What follows belongs to an exercise in optimizing a design on an open flow for small area and a short achievable clock period; a production flow would make more cautious choices.
Only simulation tests tie the RTL to the original design; equivalence was not proved.
Power figures rest on the tool's default switching activity, not on a simulated workload.

==> flow/design.v (outline; a module is shown in full before it is edited, if it fits) <==
// module pipe5_core: 1115 lines
// module fa3: 4 lines
// module bpp: 4 lines
// module zmask: 3 lines
// module rbit: 3 lines
module pipe5_core (
    input  wire        clk,
    input  wire        rst,
    output wire        imem_en,
    output wire [9:0]  imem_addr,
    input  wire [31:0] imem_data,
    output wire        dmem_req,
    output wire        dmem_we,
    output wire [19:0] dmem_addr,
    output wire [31:0] dmem_wdata,
    input  wire        dmem_ready,
    input  wire [31:0] dmem_rdata,
    output wire        retire,
    output wire        wb_we,
    output wire [3:0]  wb_rd,
    output wire [31:0] wb_data,
    output wire        halted
);
  // ...
==> flow/run.sh <==
#!/bin/bash
# synth_recipe.tcl (not shown) runs the flow's synth.tcl, then flattens the netlist and writes it again
# the make line also repeats each setting of config.mk as NAME=value (left out here)
make -C /OpenROAD-flow-scripts/flow DESIGN_CONFIG=/design/flow/config.mk WORK_HOME=/design/flow/orfs CLKGATE_MAP_FILE= SYNTH_SCRIPT=/design/flow/synth_recipe.tcl finish
==> flow/config.mk <==
export PLATFORM = sky130hd
export DESIGN_NAME = pipe5_core
export DESIGN_NICKNAME = pipe5_core
export VERILOG_FILES = /design/flow/design.v
export SDC_FILE = /design/flow/constraint.sdc
export NUM_CORES = 4
export LEC_CHECK = 0
export CAP_MARGIN = 20
export CORE_MARGIN = 2
export CORE_UTILIZATION = 60
export PLACE_DENSITY = 0.7
export SETUP_SLACK_MARGIN = 5
export SLEW_MARGIN = 20
export SYNTH_HIERARCHICAL = 1
==> flow/constraint.sdc <==
create_clock -name core_clock -period 11.0 [get_ports {clk}]
set_input_delay 2.2000 -clock core_clock [delete_from_list [all_inputs] [get_ports {clk}]]
set_output_delay 2.2000 -clock core_clock [all_outputs]
set_load 0.01 [all_outputs]
==> flow_summary.ini, run 1 <==
[run_status]
status = finished clean

[floorplan]
core_um2 = 83800

[pwr]
powerDensity_nw_per_um2 = 287
seq_power_uw = 3880
power_clock_uw = 2630
p_total_uw = 16700
ir_drop_uv = 630

[sta]
postLayoutSetupSlackWorst_ns = 5.17
tns_ns = 0
rsz0062_at_grt = true
timing.hold.ws_ns = 0.450
max_freq_ghz = 0.172
fin_crit_ns = 5.83
worst_pin_slew_ns = 1.22

[global_route]
grt_use_total_pct = 45.4
use_met2_pct = 69.5
grt_pass1_vias = 43122

[setup_path]
critPathMaxStageDelay_ns = 0.55
crit_type = flop to flop
crit_required_ns = 11.55
crit_cells = 17
crit_family = compound AO/OA/AOI/OAI gates
cp_slowest_cell = edfxtp_1

[placement]
pre_cts_ws_ns = 4.10
dp_cells = 5667

[route]
antenna_left = 0
dr.pass1.iters = 9

[layout]
multi_input_gates = 3370
nonClockBufferCount = 372
fin_area_um2 = 58000
layout-drive-gt1-share_pct = 16.2
multiInputGateArea_um2 = 29600

[clock_tree]
cts-resized-gates = 16
cts_tree = built

[synth]
seq_area_frac_synth_pct = 40.4
synthesis.area_um2 = 50800
netlist.area_leader.share_pct = 37.2

[min_path]
hold_depth = 2
holdCritPathClass = flop to flop
==> inputs of run 2 (changes only) <==
==> flow/flow/run.sh (new file) <==
#!/bin/bash
# Layout: the standard flow (standard synthesis, floorplan, place, CTS,
# route, finish) with two changes:
# - the input and output ports are buffered with sky130_fd_sc_hd__buf_2
#   cells instead of the clkdlybuf4s50_1 delay cells that buffer_ports picks
#   by default (every port still gets its own buffer);
# - timing repair aims for 6 ns of setup slack at the design's period
#   (config.mk's SETUP_SLACK_MARGIN stops at 5).
# The clock, its period and the I/O constraints are the standard flow's, unchanged.
# The make output goes to standard.log; ORFS keeps each step's log under
# orfs/logs.
set -euo pipefail
bash standard.sh "BUFFER_PORTS_ARGS=-buffer_cell sky130_fd_sc_hd__buf_2" \
    SETUP_SLACK_MARGIN=6 finish > standard.log 2>&1
==> flow/standard.sh (new file) <==
#!/bin/bash
# synth_recipe.tcl (not shown) runs the flow's synth.tcl, then flattens the netlist and writes it again
# the make line also repeats each setting of config.mk as NAME=value (left out here)
make -C /OpenROAD-flow-scripts/flow DESIGN_CONFIG=/design/flow/config.mk WORK_HOME=/design/flow/orfs CLKGATE_MAP_FILE= SYNTH_SCRIPT=/design/flow/synth_recipe.tcl "${@:-finish}"
removed: flow/run.sh
==> run 2 against run 1 <==
Effect of this change:
- global-route usage rose by 2.4 points
- wire length up 5.6%
- core utilization is 2.2 points higher
- combinational power grew 9%
- cell count rose by 2.9%
- setup slack gained 0.45 ns
- fmax rose by 8.3%
- die area is the same
- sequential power hardly changed
- flip-flop and latch count unchanged
- first-iteration DRC count grew 3.2%
- critical path type unchanged
- largest cell class unchanged
- largest power group unchanged
==> flow_summary.ini, run 2 <==
[sta]
drv_slew = 0
hold_viol = 0
max_freq_ghz = 0.186
postLayoutSetupSlackWorst_ns = 5.62
fin_crit_ns = 5.38
worst_pin_slew_ns = 1.26
tns_ns = 0
finClkSkew_ns = 0.0414
maxSlewHeadroom_pct = 15.8
finalSetupViolCount = 0
rsz0062_at_grt = true
period_share_pct = 48.9

[global_route]
grt_first_pass_wirelength_mm = 300
grt_use_total_pct = 47.8
grt_pass1_vias = 44702
grt_max_degree = 67
antenna_found_initial = 11
grt.overflow.total = 0

[layout]
fin_nets = 5266
fin_area_um2 = 59800
layout-drive-gt1-share_pct = 25.2
area_growth_syn_to_layout_pct = 17.6
final_cell_mix = 629 x edfxtp_1, 412 x xnor2_1, 410 x a22oi_1
fin_util_pct = 71.3
final_common_cell = edfxtp_1
largest_register_ffs = 448
largest-register = x

[floorplan]
core_um2 = 83800
rows = 106
initial_utilization_pct = 60.6
die_area_um2 = 87000
die_w_um = 295
pin_count = 171
die_y_um = 295

[route]
drt_wl_total_mm = 211
vias = 46102
drtIter0Drc = 7921
antenna_left = 0
viasPerCell = 7.63
dr.pass1.iters = 11
routedWlPerCell_um = 34.9
remaining_drc_errors = 0

[synth]
netlist.area_leader.share_pct = 37.2
synthTopCellsByCount = 629 x edfxtp_1, 428 x xnor2_1, 410 x a22oi_1, 272 x a22oi_2, 198 x fa_1
synth_adder_area_share_pct = 11.6
seq_area_frac_synth_pct = 40.4
synth_edf_count = 629
synthesis.area_um2 = 50800
synth_cell_types = 85
yosysMostFrequentCell = edfxtp_1
ys_async_sr_fraction_pct = 0
synth_cells = 4366
synth-seq-cells = 711
synth_xor_area_share_pct = 8.62
avgSynthCellArea_um2 = 11.6
synthSimpleGateAreaFrac_pct = 8.31
ys.warnings.count = 8
synth_mux_area_share_pct = 2.77
synth_compound_area_share_pct = 25.8
synth_top_family_by_area = compound AO/OA/AOI/OAI gates
ys.flop_type = edfxtp_1
synth_area_leaders = edfxtp_1 37%, fa_1 7.8%, xnor2_1 7.4%, a22oi_2 6.7%, a22oi_1 6.1%
synth_top_area_cell = edfxtp_1

[pwr]
p_total_uw = 17500
leakage_uw = 0.0214
ir_drop_uv = 1150
powerDensity_nw_per_um2 = 293

[placement]
io_buffers = 170
pre_cts_ws_ns = 4.43
placed_cell_area_um2 = 54200
place_congestion = 0.966
post-dp-hpwl_mm = 125

[setup_path]
critPathMaxFanout = 32
endpoint_kind = flop
crit_type = flop to flop
arrival_ns = 5.93
cp-start-kind = flop
crit_required_ns = 11.56

[run]
maxCapViolations = 0

[clock_tree]
cts_buffer_depth = 3
clock_sinks = 711
ctsHoldBuffers = 0
path_clk_slew_ns = 0.06
cts_tree = built
htree_levels = 3
root_buffer = clkbuf_16
cts_made_buffers = 78
insertion_delay_ns = 0.68

[run_status]
status = finished clean

[min_path]
holdCritPathClass = flop to flop
[run 2: cell count changes in the layout (fill, tap and decap cells not counted), moves of 12 or more]
cell,change
o21ai_0,-19
clkdlybuf4s50_1,-168
buf_2,+168
o21ai_1,+12
buf_6,+35
fa_1,-56
buf_4,+96
fa_2,+56
buf_12,+24
[run 2: cell type report]
class,count,area (um^2)
clock buffer,95,2080
multi-input combinational,3375,30400
clock inverter,42,405
antenna,4,10.0
timing repair buffer,544,4420
inverter,133,523
sequential,711,20500
fill,6107,24000
tap,1134,1420
timing repair inverter,3,26.3
[run 2: power by group]
part	internal, uW	leakage, uW	total (uW)	switching [uW]
sequential	3430	0.00734	3870	437
combinational	5010	0.0129	11000	6000
clock	1460	0.00122	2600	1140
total	9910	0.0214	17500	7580
[run 2: per-stage QoR]
step | std cells | hold WS, ns
finish | 6041 | 0.446
global route | 6037 | 0.469
CTS | 5987 | 0.449
detailed placement | 5665 | 0.443
global placement | 5663 | 0.437
floorplan | 4381 | 0.422
[run 2: modules after synthesis, one instance, submodules excluded]
module,flip-flops and latches,area [um^2]
rbit,0,70.1
pipe5_core,711,34200
bpp,0,21.3
fa3,0,20.0
zmask,0,223
[run 2: worst paths after layout]
check             from             end  slack, ns  cells past startpoint
max          id_ir[14]  redir_tgt_q[3]       5.62                     20
min             mem_lw          mem_lw       0.45                      2
max reg2reg  id_ir[14]  redir_tgt_q[3]       5.62                     20
min reg2reg     mem_lw          mem_lw       0.45                      2
[run 2: cell families after synthesis]
| kind of cell | after synthesis |
|---|---|
| AOI/OAI and AO/OA | 1580 |
| xor gates and xnor gates | 500 |
| adders and majority gates | 354 |
| buffers and inverters | 300 |
| DFF | 711 |
| muxes | 97 |
| other | 1 |
| and+or+nand+nor | 823 |
[run 2: layer usage]
layer	vias to the layer above	share of wire (%)	global-route usage (%)
li1	18492	-	-
met1	22171	33	56.4
met2	4054	43	70.2
met3	1362	15	18.8
met4	23	9.6	36.1
met5	-	0.17	1.66
[run 2: repair_timing]
| action | in CTS | in global routing |
|---|---|---|
| pin swaps | 76 | 65 |
| setup endpoints to repair | 67 | 32 |
| resized for setup | 179 | 57 |
| cloned | 14 | 1 |
| buffers inserted | 171 | 48 |
[run 2: worst max-delay path, stage by stage, from the launching register on]
cell	delay, ns
edfxtp_1	0.46
buf_4	0.19
nand2_4	0.13
nor2_4	0.05
buf_6	0.21
a22o_1	0.28
a221oi_2	0.21
nand4_1	0.28
xnor2_1	0.22
ha_1	0.37
a21o_1	0.21
a21oi_2	0.15
o21ai_2	0.07
o41a_1	0.37
o21ai_4	0.37
a31oi_4	0.16
a2111o_1	0.44
buf_4	0.16
or3_4	0.42
and2_4	0.18
a22o_1	0.24
==> inputs of run 3 (changes only) <==
==> flow/flow/run.sh (replaced) <==
#!/bin/bash
# Layout: the standard flow with these changes:
# - after the standard synthesis, every combinational cell is set to the
#   smallest drive of its family (flow/downsize.py; the logic is unchanged,
#   flip-flops are untouched); timing repair later upsizes what needs it;
# - the input and output ports are buffered with sky130_fd_sc_hd__buf_2
#   cells instead of the clkdlybuf4s50_1 delay cells that buffer_ports picks
#   by default (every port still gets its own buffer);
# - timing repair aims for 6 ns of setup slack at the design's period
#   (config.mk's SETUP_SLACK_MARGIN stops at 5).
# The clock, its period and the I/O constraints are the standard flow's, unchanged.
# Logs: synth.log, downsize.log and standard.log here, and each ORFS step's
# log under orfs/logs.
set -euo pipefail
ARGS=("BUFFER_PORTS_ARGS=-buffer_cell sky130_fd_sc_hd__buf_2" SETUP_SLACK_MARGIN=6)
bash standard.sh "${ARGS[@]}" synth > synth.log 2>&1
R=$PWD/orfs/results/$FLOW_PLATFORM/pipe5_core/base
cp "$R/1_2_yosys.v" "$R/1_2_yosys.std.v"
python3 flow/downsize.py "$FLOW_HOME/platforms/$FLOW_PLATFORM/lib/sky130_fd_sc_hd__tt_025C_1v80.lib" "$R/1_2_yosys.v" > downsize.log 2>&1
rm -f "$R/1_synth.odb" "$R/1_synth.sdc"
bash standard.sh "${ARGS[@]}" finish > standard.log 2>&1
==> flow/flow/downsize.py (new file) <==
#!/usr/bin/env python3
# Rewrites the synthesized netlist so that every combinational cell is the
# smallest-area cell of its family (same function and pins, e.g. a22oi_2 ->
# a22oi_1). Flip-flops, latches and tie cells are left alone. Timing repair
# later upsizes the cells that need it.
# usage: downsize.py LIB NETLIST
import re, sys
lib, net = sys.argv[1], sys.argv[2]
t = open(lib).read()
area = {}
for m in re.finditer(r'cell \("(sky130_fd_sc_hd__\w+)"\)', t):
    a = re.search(r'area\s*:\s*([\d.]+)', t[m.end():m.end() + 20000])
    if a:
        area[m.group(1)] = float(a.group(1))
fam = {}
for c in area:
    m = re.match(r'(.*)_(\d+)$', c)
    if m:
        fam.setdefault(m.group(1), []).append(c)
keep = re.compile(r'sky130_fd_sc_hd__(e?dfx|dfr|dfs|dfb|sdf|sedf|dl|conb|lpflow|tap|fill|decap|probe|clk)')
v = open(net).read()
out = []
changed = 0
for line in v.split('\n'):
    m = re.match(r'^(\s*)(sky130_fd_sc_hd__\w+)(\s.*)$', line)
    if m:
        c = m.group(2)
        f = re.match(r'(.*)_(\d+)$', c)
        if not keep.match(c) and f and f.group(1) in fam:
            best = min(fam[f.group(1)], key=lambda x: (area[x], x))
            if area[best] < area[c]:
                line = m.group(1) + best + m.group(3)
                changed += 1
    out.append(line)
open(net, 'w').write('\n'.join(out))
print(f"downsize: {changed} cells changed")
--- a/flow/config.mk
+++ b/flow/config.mk
@@ -7,8 +7,10 @@
 export LEC_CHECK = 0
 export CAP_MARGIN = 20
 export CORE_MARGIN = 2
-export CORE_UTILIZATION = 60
-export PLACE_DENSITY = 0.7
+export CORE_UTILIZATION = 45
+export CTS_BUF_LIST = sky130_fd_sc_hd__clkbuf_8
+export CTS_CLUSTER_SIZE = 24
+export PLACE_DENSITY = 0.65
 export SETUP_SLACK_MARGIN = 5
 export SLEW_MARGIN = 20
 export SYNTH_HIERARCHICAL = 1
==> run 3 against run 2 <==
Effect of this change:
- still clean on timing, DRC and antenna
- setup slack lost 0.22 ns
- register-to-register slack lost 0.22 ns
- hold slack gained 0.0062 ns
- final area shrank 0.80%
- via count shrank 1.6%
- highest routed layer unchanged
==> flow_summary.ini, run 3 <==
[run_status]
status = finished clean

[run]
maxCapViolations = 0

[floorplan]
die_y_um = 335
die_w_um = 335
core_um2 = 109000
initial_utilization_pct = 45.3
rows = 121
die_area_um2 = 112000
pin_count = 171

[global_route]
grt.overflow.total = 0
grt_max_degree = 70
grt_first_pass_wirelength_mm = 296
grt_use_total_pct = 36.0
antenna_found_initial = 14
grt_pass1_vias = 43476

[layout]
layout-drive-gt1-share_pct = 21.2
largest_register_ffs = 448
nFillCells = 9281
seqCellArea_um2 = 20500
multiInputGateArea_um2 = 29300
largest-register = x
final_common_cell = a22oi_1
final_cell_mix = 676 x a22oi_1, 629 x edfxtp_1, 415 x xnor2_1
area_growth_syn_to_layout_pct = 20.4
fin_nets = 5333

[setup_path]
endpoint_kind = flop
critPathMaxFanout = 7
cp-start-kind = flop
cp_cell_sequence = buf_4 -> nand2b_4 -> buf_4 -> nor2_4 -> buf_4 -> a221oi_1 -> nand4_1 -> xnor2_1 -> ha_1 -> nand2_1 -> o21ai_2 -> o41a_1 -> o21ai_4 -> a31oi_4 -> a2111o_1 -> or3_4 -> mux2_4 -> a211oi_2
critPathMaxStageDelay_ns = 0.56
critPathBufInv = 3
crit_required_ns = 11.74
crit_family = compound AO/OA/AOI/OAI gates
path_common_cell = buf_4
cp_slowest_cell = a221oi_1
arrival_ns = 6.34
crit_type = flop to flop

[route]
dr.pass1.iters = 14
remaining_drc_errors = 0
viasPerCell = 7.05
drtIter0Drc = 7785
drt_wl_total_mm = 208
vias = 45380
antenna_left = 0
routedWlPerCell_um = 32.3

[placement]
post-dp-hpwl_mm = 126
place_congestion = 0.966
io_buffers = 170

[sta]
tns_ns = 0
finClkSkew_ns = 0.0517
maxSlewHeadroom_pct = 17.6
hold_viol = 0
rsz0062_at_grt = true
period_share_pct = 50.9
worst_pin_slew_ns = 1.24
fin_crit_ns = 5.60
drv_slew = 0
finalSetupViolCount = 0
max_freq_ghz = 0.179

[pwr]
leakage_uw = 0.0217
p_total_uw = 17100
powerDensity_nw_per_um2 = 288
ir_drop_uv = 603

[synth]
synth_cells = 4366
avgSynthCellArea_um2 = 11.3
synthesis.area_um2 = 49200
ys.warnings.count = 8

[clock_tree]
insertion_delay_ns = 0.86
cts_buffer_depth = 3
clock_sinks = 711
path_clk_slew_ns = 0.06
cts_made_buffers = 130
htree_levels = 4
root_buffer = clkbuf_8
cts_tree = built

[min_path]
holdCritPathClass = flop to flop
run 3: timing repair:
action	4_1_cts	5_1_grt
gates resized for setup	181	63
setup endpoints to repair	68	31
setup buffers	210	30
pin swaps	91	37
hold buffers	0	0
cloned	25	4
run 3: final cells by class:
type                       instances  area share, %
clock buffer                     139           3.23
multi-input combinational       3386           49.4
tap                             1414           2.98
antenna                            4         0.0169
inverter                         133          0.890
timing repair inverter             3         0.0443
timing repair buffer             548           7.69
sequential                       711           34.6
clock inverter                    97           1.10
run 3: metal layers:
layer | track usage, % | up-vias | wire (um) | part of all wire [%]
li1 | - | 18658 | - | -
met1 | 44.3 | 21982 | 72700 | 35
met2 | 54.3 | 3726 | 90100 | 43
met3 | 11.4 | 996 | 27800 | 13
met4 | 23.6 | 18 | 16800 | 8.1
met5 | 0 | - | 207 | 0.10
run 3: where the power goes:
group	switching [uW]	internal, uW	total (uW)	leakage (uW)
clock network	1230	1330	2560	0.00149
logic	5720	4920	10600	0.0129
registers	465	3430	3900	0.00734
run 3: per-stage QoR:
step                      hold slack (ns)  setup WS (ns)  instances  util [%]  area [um^2]
final                               0.452           5.40       6435      54.5        59300
after global routing                0.471           5.40       6433      54.5        59300
after CTS                           0.455           5.76       6396      54.0        58700
after detailed placement            0.443           4.40       5925      48.8        53000
after global placement              0.439           4.16       5923      48.7        53000
after floorplan                     0.422           4.93       4381         -        50000
run 3: worst paths after layout:
| path | startpoint | end | slack (ns) | cells after the start |
|---|---|---|---|---|
| worst max-delay path | id_ir[13] | pc[4] | 5.40 | 18 |
| worst max register to register | id_ir[13] | pc[4] | 5.40 | 18 |
| worst min register to register | mem_sw | mem_sw | 0.45 | 2 |
| worst min-delay path | mem_sw | mem_sw | 0.45 | 2 |
run 3: tightest hold or removal path, stage by stage (launching register included):
cell	delay, ns
dfxtp_1	0.31
nand2_1	0.05
a21oi_1	0.05

port drivers added, routing unchanged:
How much do the figures lean on ideal ports? The routed layouts below were timed once more, with nothing changed but the port constraints.
Step 1 assumes that a clkbuf_16 drives the clock port and a buf_2 every other input.
Step 2 adds t to the input delays and takes it off the output delays; t is the mean of the earliest and latest rising clock arrival at the registers after step 1. Input paths then give back, and output paths get back, about the clock's delay inside the block.
Slacks: ideal ports / drivers / drivers and shift; pairs: ideal ports / drivers.
| run | t (ns) | setup slack, ns | worst setup path at the end | slew at the worst register clock pin (ns) | cell pins on the clock port's net |
|---|---|---|---|---|---|
| run 1 | 0.717 | 5.175 / 5.175 / 5.175 | register to register | 0.07 / 0.07 | 1 |
| run 2 | 0.724 | 5.621 / 5.621 / 5.621 | register to register | 0.07 / 0.07 | 1 |
| run 3 | 0.911 | 5.402 / 5.402 / 5.402 | register to register | 0.07 / 0.07 | 1 |
After both steps setup and hold are still met in every run listed.
